This design comes from an exercise in tuning for small area, a short achievable clock period and few clock cycles on the open sky130 flow, not from production work. Only simulation tests tie the RTL to the original design; equivalence was not proved. Power figures rest on the tool's default switching activity, not on a simulated workload.

==> inputs of run a <==
## luma12
module luma12 #(
    parameter integer P_MAX = 64
) (
    input  wire        clk,
    input  wire        rst_n,
    input  wire [25:0] paddr,
    input  wire        psel,
    input  wire        penable,
    input  wire        pwrite,
    input  wire [31:0] pwdata,
    input  wire [3:0]  pstrb,
    output wire [31:0] prdata,
    output wire        pready,
    output wire        pslverr,
    output wire        irq
);
    localparam integer IB_BYTES = 3 * P_MAX;
    localparam integer OB_BYTES = 2 * P_MAX;
    reg [31:0] ibw [0:IB_BYTES/4-1];    
    reg [31:0] obw [0:OB_BYTES/4-1];    
    reg        irq_en, meta_copy;
    reg        done, err, cmd_err;
    reg [1:0]  err_code;
    reg [7:0]  src_fmt;
    reg [15:0] width, height;
    reg [31:0] src_len, in_seq, in_sec, in_nsec;
    reg [15:0] out_w, out_h;
    reg [6:0]  out_n;
    reg [31:0] out_seq, out_sec, out_nsec;
    reg [31:0] frame_count, err_count;
    reg [33:0] hm_acc;
    reg [6:0]  hm_n;
    reg [4:0]  hm_cnt;
    wire       hm_done = hm_cnt[4];
  ...
export LEC_CHECK = 0
export ABC_AREA = 0
export CAP_MARGIN = 20
export CORE_MARGIN = 2
export CORE_UTILIZATION = 40
export SLEW_MARGIN = 20
create_clock -name core_clock -period 18.0 [get_ports {clk}]
standard.sh (not shown) runs the stock make flow with config.mk's settings and CLKGATE_MAP_FILE= SYNTH_SCRIPT=/design/flow/synth_recipe.tcl, a recipe that flattens the netlist after the stock synthesis.
==> flow/flow/run.sh <==
#!/bin/bash
set -euo pipefail
bash standard.sh SETUP_SLACK_MARGIN=11.5 TNS_END_PERCENT=100 MATCH_CELL_FOOTPRINT=0 finish > standard_flow.log 2>&1
==> run b (differences from run a) <==
--- a/flow/design.v
+++ b/flow/design.v
@@ -61,17 +61,17 @@
     reg [2:0]  c_q;        
     reg [3:0]  s_q;
     reg [1:0]  chk_q;      
     reg        go_q;       
     wire fire     = acc_q & rdy_q;
-    wire eng_go   = go_q;
+    wire eng_go   = fire & go_q;
     wire eng_used = eng_act | eng_go;
     wire ob_pending = eng_act & ({ob_k, 1'b1} >= eng_p2);
     wire is_cmd     = reg_sel & (reg_idx[4:0] == 5'd3);
-    wire conflict   = (eng_act & (pwrite | (region == 2'b01)))
-                    | ((region == 2'b10) & ob_pending)
-                    | (pwrite & (region == 2'b00) & (paddr[6:2] == 5'd3) & !hm_done);
+    wire conflict   = (eng_act & (pwrite | ib_sel))
+                    | (ob_sel & ob_pending)
+                    | (pwrite & is_cmd & !hm_done);
     wire [5:0]  ib_sel_w = eng_used ? eng_ew : paddr[7:2];
     reg  [31:0] ib_lo, ib_hi;            
     integer ri;
     always @(*) begin
         ib_lo = 32'd0;
@@ -132,12 +132,11 @@
         wreg_q <= pwrite & reg_sel & !bus_err;
         a_q    <= paddr[7:2];
         c_q    <= {pwdata > 32'd3, pwdata == 32'd2, pwdata == 32'd1};
         s_q    <= pstrb;
         chk_q  <= chk;
-        go_q   <= rst_n & psel & (!penable | !rdy_q) & !conflict
-                & pwrite & is_cmd & !bus_err & (pwdata == 32'd1) & (chk == 2'd0) & (hm_n != 7'd0);
+        go_q   <= pwrite & is_cmd & !bus_err & (pwdata == 32'd1) & (chk == 2'd0) & (hm_n != 7'd0);
         if (!rst_n) acc_q <= 1'b0;
         else        acc_q <= psel & (!penable | !rdy_q);
     end
     assign prdata  = {32{rv_q}} & (rd1_q | rd2_q);
     assign pslverr = err_q;
==> flow/run.sh (new file) <==
#!/bin/bash
# synth_recipe.tcl (not shown) runs the flow's synth.tcl, then flattens the netlist and writes it again
# the make line also repeats each setting of config.mk as NAME=value (left out here)
make -C /OpenROAD-flow-scripts/flow DESIGN_CONFIG=/design/flow/config.mk WORK_HOME=/design/flow/orfs CLKGATE_MAP_FILE= SYNTH_SCRIPT=/design/flow/synth_recipe.tcl finish
==> flow/config.mk (replaced) <==
export PLATFORM = sky130hd
export DESIGN_NAME = luma12
export DESIGN_NICKNAME = luma12
export VERILOG_FILES = /design/flow/design.v
export SDC_FILE = /design/flow/constraint.sdc
export NUM_CORES = 4
export LEC_CHECK = 0
export ABC_AREA = 0
export CAP_MARGIN = 50
export CORE_MARGIN = 2
export CORE_UTILIZATION = 50
export SLEW_MARGIN = 50
removed: flow/flow/run.sh
removed: flow/standard.sh
==> run c (differences from run a) <==
--- a/flow/design.v
+++ b/flow/design.v
@@ -61,17 +61,17 @@
     reg [2:0]  c_q;        
     reg [3:0]  s_q;
     reg [1:0]  chk_q;      
     reg        go_q;       
     wire fire     = acc_q & rdy_q;
-    wire eng_go   = go_q;
+    wire eng_go   = fire & go_q;
     wire eng_used = eng_act | eng_go;
     wire ob_pending = eng_act & ({ob_k, 1'b1} >= eng_p2);
     wire is_cmd     = reg_sel & (reg_idx[4:0] == 5'd3);
-    wire conflict   = (eng_act & (pwrite | (region == 2'b01)))
-                    | ((region == 2'b10) & ob_pending)
-                    | (pwrite & (region == 2'b00) & (paddr[6:2] == 5'd3) & !hm_done);
+    wire conflict   = (eng_act & (pwrite | ib_sel))
+                    | (ob_sel & ob_pending)
+                    | (pwrite & is_cmd & !hm_done);
     wire [5:0]  ib_sel_w = eng_used ? eng_ew : paddr[7:2];
     reg  [31:0] ib_lo, ib_hi;            
     integer ri;
     always @(*) begin
         ib_lo = 32'd0;
@@ -132,12 +132,11 @@
         wreg_q <= pwrite & reg_sel & !bus_err;
         a_q    <= paddr[7:2];
         c_q    <= {pwdata > 32'd3, pwdata == 32'd2, pwdata == 32'd1};
         s_q    <= pstrb;
         chk_q  <= chk;
-        go_q   <= rst_n & psel & (!penable | !rdy_q) & !conflict
-                & pwrite & is_cmd & !bus_err & (pwdata == 32'd1) & (chk == 2'd0) & (hm_n != 7'd0);
+        go_q   <= pwrite & is_cmd & !bus_err & (pwdata == 32'd1) & (chk == 2'd0) & (hm_n != 7'd0);
         if (!rst_n) acc_q <= 1'b0;
         else        acc_q <= psel & (!penable | !rdy_q);
     end
     assign prdata  = {32{rv_q}} & (rd1_q | rd2_q);
     assign pslverr = err_q;
==> flow/flow/run.sh (replaced) <==
#!/bin/bash
set -euo pipefail
bash standard.sh SETUP_SLACK_MARGIN=11 TNS_END_PERCENT=10 finish > standard_flow.log 2>&1
==> run d (differences from run a) <==
--- a/flow/design.v
+++ b/flow/design.v
@@ -37,10 +37,11 @@
     reg [5:0]  eng_ew;       
     reg [31:0] eng_w;        
     reg [31:16] eng_hold;    
     reg [6:0]  eng_np;       
     reg [5:0]  eng_p1;
+    reg        eng_idle1;    
     reg        eng_v1;
     reg [17:0] eng_n;        
     reg [5:0]  eng_p2;
     reg        eng_v2;       
     wire        aligned = (paddr[1:0] == 2'b00);
@@ -53,25 +54,29 @@
                  | !(reg_sel | ib_sel | ob_sel)
                  | (reg_sel & pwrite & (pstrb != 4'hF));
     wire [4:0] ob_k = paddr[6:2];
     reg [31:0] rd1_q, rd2_q;
     reg        rv_q;       
-    reg        err_q, rdy_q, acc_q;
-    reg        wib_q, wob_q, wreg_q;
+    reg        err_q, rdy_q;
+    reg        wib_q, wob_q;
+    reg        w_ctrl_q, w_fmt_q, w_wid_q, w_hgt_q, w_len_q, w_seq_q, w_sec_q, w_nsec_q;
+    reg        st_ok_q, st_err_q, clr_q, ill_q;
     reg [5:0]  a_q;
-    reg [2:0]  c_q;        
     reg [3:0]  s_q;
     reg [1:0]  chk_q;      
     reg        go_q;       
-    wire fire     = acc_q & rdy_q;
+    wire fq;
     wire eng_go   = go_q;
     wire eng_used = eng_act | eng_go;
     wire ob_pending = eng_act & ({ob_k, 1'b1} >= eng_p2);
     wire is_cmd     = reg_sel & (reg_idx[4:0] == 5'd3);
     wire conflict   = (eng_act & (pwrite | (region == 2'b01)))
                     | ((region == 2'b10) & ob_pending)
                     | (pwrite & (region == 2'b00) & (paddr[6:2] == 5'd3) & !hm_done);
+    assign fq = rst_n & psel & (!penable | !rdy_q) & !conflict;
+    wire reg_w = pwrite & reg_sel & !bus_err;
+    wire cmd_w = reg_w & (reg_idx[4:0] == 5'd3);
     wire [5:0]  ib_sel_w = eng_used ? eng_ew : paddr[7:2];
     reg  [31:0] ib_lo, ib_hi;            
     integer ri;
     always @(*) begin
         ib_lo = 32'd0;
@@ -125,32 +130,34 @@
         rd1_q  <= rd_p1;
         rd2_q  <= rd_p2;
         rv_q   <= !pwrite & !bus_err;
         err_q  <= bus_err;
         rdy_q  <= !conflict;
-        wib_q  <= pwrite & ib_sel & !bus_err;
-        wob_q  <= pwrite & ob_sel & !bus_err;
-        wreg_q <= pwrite & reg_sel & !bus_err;
+        wib_q  <= fq & pwrite & ib_sel & !bus_err;
+        wob_q  <= fq & pwrite & ob_sel & !bus_err;
+        w_ctrl_q <= fq & reg_w & (reg_idx[4:0] == 5'd2);
+        w_fmt_q  <= fq & reg_w & (reg_idx[4:0] == 5'd5);
+        w_wid_q  <= fq & reg_w & (reg_idx[4:0] == 5'd6);
+        w_hgt_q  <= fq & reg_w & (reg_idx[4:0] == 5'd7);
+        w_len_q  <= fq & reg_w & (reg_idx[4:0] == 5'd8);
+        w_seq_q  <= fq & reg_w & (reg_idx[4:0] == 5'd9);
+        w_sec_q  <= fq & reg_w & (reg_idx[4:0] == 5'd10);
+        w_nsec_q <= fq & reg_w & (reg_idx[4:0] == 5'd11);
+        st_ok_q  <= fq & cmd_w & (pwdata == 32'd1) & (chk == 2'd0);
+        st_err_q <= fq & cmd_w & (pwdata == 32'd1) & (chk != 2'd0);
+        clr_q    <= fq & cmd_w & (pwdata == 32'd2);
+        ill_q    <= fq & cmd_w & (pwdata > 32'd3);
         a_q    <= paddr[7:2];
-        c_q    <= {pwdata > 32'd3, pwdata == 32'd2, pwdata == 32'd1};
         s_q    <= pstrb;
         chk_q  <= chk;
-        go_q   <= rst_n & psel & (!penable | !rdy_q) & !conflict
-                & pwrite & is_cmd & !bus_err & (pwdata == 32'd1) & (chk == 2'd0) & (hm_n != 7'd0);
-        if (!rst_n) acc_q <= 1'b0;
-        else        acc_q <= psel & (!penable | !rdy_q);
+        go_q   <= fq & cmd_w & (pwdata == 32'd1) & (chk == 2'd0) & (hm_n != 7'd0);
     end
     assign prdata  = {32{rv_q}} & (rd1_q | rd2_q);
     assign pslverr = err_q;
     assign pready  = rdy_q;
-    wire reg_wr = fire & wreg_q;
-    wire ib_wr  = fire & wib_q;
-    wire ob_wr  = fire & wob_q;
-    wire cmd_wr = reg_wr & (a_q[4:0] == 5'd3);
-    wire cmd_start = cmd_wr & c_q[0];
-    wire cmd_clear = cmd_wr & c_q[1];
-    wire cmd_ill   = cmd_wr & c_q[2];
+    wire ib_wr  = wib_q;
+    wire ob_wr  = wob_q;
     wire [31:0] d_q = pwdata;
     function [17:0] wsum;        
         input [23:0] p;
         reg [7:0] b, g, r;
         begin
@@ -184,23 +191,22 @@
         end
     end
     reg [23:0] eng_pix;
     always @(*) begin
         case (eng_p1[1:0])
-            2'd0: eng_pix = eng_w[23:0];
+            2'd0: eng_pix = eng_idle1 ? ibw[0][23:0] : eng_w[23:0];
             2'd1: eng_pix = {eng_w[15:0], eng_hold[31:24]};
             2'd2: eng_pix = {eng_w[7:0], eng_hold[31:16]};
             default: eng_pix = eng_w[31:8];
         endcase
     end
     always @(posedge clk) begin
-        if (!eng_used) begin
-            eng_w <= ibw[0];
-        end else if (eng_rp[1:0] != 2'd3) begin
+        if (eng_used && eng_rp[1:0] != 2'd3) begin
             eng_w    <= ib_word;
-            eng_hold <= eng_w[31:16];
+            eng_hold <= eng_idle1 ? ibw[0][31:16] : eng_w[31:16];
         end
+        eng_idle1 <= !eng_used;
         eng_p1  <= eng_used ? eng_rp[5:0] : 6'd0;
         eng_n   <= wsum(eng_pix);
         eng_p2  <= eng_p1;
     end
     wire fetch = eng_used & (eng_go ? (hm_n != 7'd1) : (eng_rp != eng_np));
@@ -235,58 +241,55 @@
             eng_ew      <= 6'd1;
             eng_np      <= 7'd0;
             eng_v1      <= 1'b0;
             eng_v2      <= 1'b0;
         end else begin
-            if (reg_wr) begin
-                case (a_q[4:0])
-                    5'd2:  begin irq_en <= d_q[0]; meta_copy <= d_q[1]; end
-                    5'd5:  src_fmt <= d_q[7:0];
-                    5'd6:  width   <= d_q[15:0];
-                    5'd7:  height  <= d_q[15:0];
-                    5'd8:  src_len <= d_q;
-                    5'd9:  in_seq  <= d_q;
-                    5'd10: in_sec  <= d_q;
-                    5'd11: in_nsec <= d_q;
-                    default: ;
-                endcase
-            end
-            if (reg_wr && (a_q[4:0] == 5'd6 || a_q[4:0] == 5'd7)) begin
+            if (w_ctrl_q) begin irq_en <= d_q[0]; meta_copy <= d_q[1]; end
+            if (w_fmt_q)  src_fmt <= d_q[7:0];
+            if (w_wid_q)  width   <= d_q[15:0];
+            if (w_hgt_q)  height  <= d_q[15:0];
+            if (w_len_q)  src_len <= d_q;
+            if (w_seq_q)  in_seq  <= d_q;
+            if (w_sec_q)  in_sec  <= d_q;
+            if (w_nsec_q) in_nsec <= d_q;
+            if (w_wid_q || w_hgt_q) begin
                 hm_cnt <= 5'd0;
                 hm_acc <= 34'd0;
                 hm_n   <= 7'd0;
             end else if (!hm_done) begin
                 hm_cnt <= hm_cnt + 5'd1;
                 hm_acc <= {hm_acc[32:0], 1'b0} + (height[~hm_cnt[3:0]] ? ({18'd0, width} + {17'd0, width, 1'b0}) : 34'd0);
                 hm_n   <= {hm_n[5:0], 1'b0} + (height[~hm_cnt[3:0]] ? width[6:0] : 7'd0);
             end
-            if (cmd_start) begin
+            if (st_err_q) begin
+                done      <= 1'b0;
+                err       <= 1'b1;
+                err_code  <= chk_q;
+                err_count <= err_count + 32'd1;
+            end
+            if (st_ok_q) begin
                 done     <= 1'b0;
                 err      <= 1'b0;
                 err_code <= 2'd0;
-                if (chk_q != 2'd0) begin
-                    err       <= 1'b1;
-                    err_code  <= chk_q;
-                    err_count <= err_count + 32'd1;
-                end else begin
+                begin
                     done        <= 1'b1;
                     out_w       <= width;
                     out_h       <= height;
                     out_n       <= hm_n;
                     out_seq     <= meta_copy ? in_seq  : 32'd0;
                     out_sec     <= meta_copy ? in_sec  : 32'd0;
                     out_nsec    <= meta_copy ? in_nsec : 32'd0;
                     frame_count <= frame_count + 32'd1;
                 end
             end
-            if (cmd_clear) begin
+            if (clr_q) begin
                 done     <= 1'b0;
                 err      <= 1'b0;
                 err_code <= 2'd0;
                 cmd_err  <= 1'b0;
             end
-            if (cmd_ill) begin
+            if (ill_q) begin
                 cmd_err <= 1'b1;
             end
             eng_v1 <= fetch;
             eng_v2 <= eng_v1 | eng_go;
             if (eng_go) begin
==> flow/flow/run.sh (replaced) <==
#!/bin/bash
set -euo pipefail
bash standard.sh SETUP_SLACK_MARGIN=13 TNS_END_PERCENT=100 MATCH_CELL_FOOTPRINT=0 finish > standard_flow.log 2>&1
--- a/flow/config.mk
+++ b/flow/config.mk
@@ -6,7 +6,9 @@
 export NUM_CORES = 4
 export LEC_CHECK = 0
 export ABC_AREA = 0
 export CAP_MARGIN = 20
 export CORE_MARGIN = 2
-export CORE_UTILIZATION = 40
+export CORE_UTILIZATION = 50
+export CTS_CLUSTER_DIAMETER = 70
+export CTS_CLUSTER_SIZE = 22
 export SLEW_MARGIN = 20
==> comparison table <==
Portion of total power attributed to sequential cells: run b 51.6%; run a 52.3%; run c 51.4%; run d 60.2%
Initial antenna violation count: run b 41; run a 43; run c 38; run d 44
Effective utilization at floorplan: run b 50.25%; run a 40.12%; run c 40.14%; run d 50.30%
Vertical die dimension: run b 506.4 µm; run a 568.1 µm; run c 565.8 µm; run d 506.9 µm
Vias in the first global route: run b 83969; run a 85321; run c 84063; run d 84527
Buffers inserted by post-CTS timing repair: run b 0; run a 10; run c 0; run d 434
Worst Hold Endpoint: run b eng_p2[5]; run a eng_p2[2]; run c eng_p2[5]; run d eng_p2[2]
CTS H-Tree Depth: run b 5; run a 5; run c 5; run d 4
Number of instances in the synthesized netlist: run b 8943; run a 9208; run c 8943; run d 8613
Multiplexer fraction of the synthesized cell area: run b 0.9010%; run a 0.7568%; run c 0.9010%; run d 2.797%
Area growth, synth to finish: run b 15.97%; run a 15.09%; run c 15.64%; run d 21.02%
R2r worst-path depth: run b 18; run a 18; run c 17; run d 20
TritonCTS Sinks: run b 3167; run a 3167; run c 3167; run d 3175
Multi-input combinational cell count: run b 5011; run a 5264; run c 5013; run d 4729
Total power density per cell area: run b 105.0 mW/mm²; run a 103.7 mW/mm²; run c 105.8 mW/mm²; run d 86.45 mW/mm²
Result of the run: run b no timing/DRC/antenna violations; run a no timing/DRC/antenna violations; run c no timing/DRC/antenna violations; run d no timing/DRC/antenna violations
Testbench counts of run a, summed over its fixed seeds: cycles 12,698.
Testbench counts of run b, summed over its fixed seeds: cycles 12,698.
Testbench counts of run c, summed over its fixed seeds: cycles 12,698.
Testbench counts of run d, summed over its fixed seeds: cycles 12,698.

[port drivers added, routing unchanged]
How much do the figures lean on ideal ports? The routed layouts below were timed once more, with nothing changed but the port constraints. Step 1 (the two cells are an assumption about what drives the block):
set clk [get_ports {clk}]
set_driving_cell -lib_cell sky130_fd_sc_hd__clkbuf_16 $clk
set_driving_cell -lib_cell sky130_fd_sc_hd__buf_2 [delete_from_list [all_inputs] $clk]
Step 2 times the ports against the registers' clock, not the clock port: input delays grow and output delays shrink by t, the midpoint of the rising clock arrivals with the driver on. Slacks: ideal ports / drivers / drivers and shift; pairs: ideal ports / drivers.
| run | t, ns | setup slack, ns | latest minus earliest clock arrival (ns) |
|---|---|---|---|
| run a | 1.018 | 11.384 / 11.310 / 10.414 | 0.059 / 0.059 |
| run b | 1.034 | 10.297 / 10.232 / 9.198 | 0.121 / 0.121 |
| run c | 1.018 | 10.760 / 10.718 / 9.700 | 0.079 / 0.079 |
| run d | 0.982 | 12.196 / 12.100 / 11.275 | 0.058 / 0.058 |
After both steps setup and hold are still met in every run listed. The setup slack of run b, which loses most, moves by -0.065 ns with the drivers and by -1.099 ns with both steps.
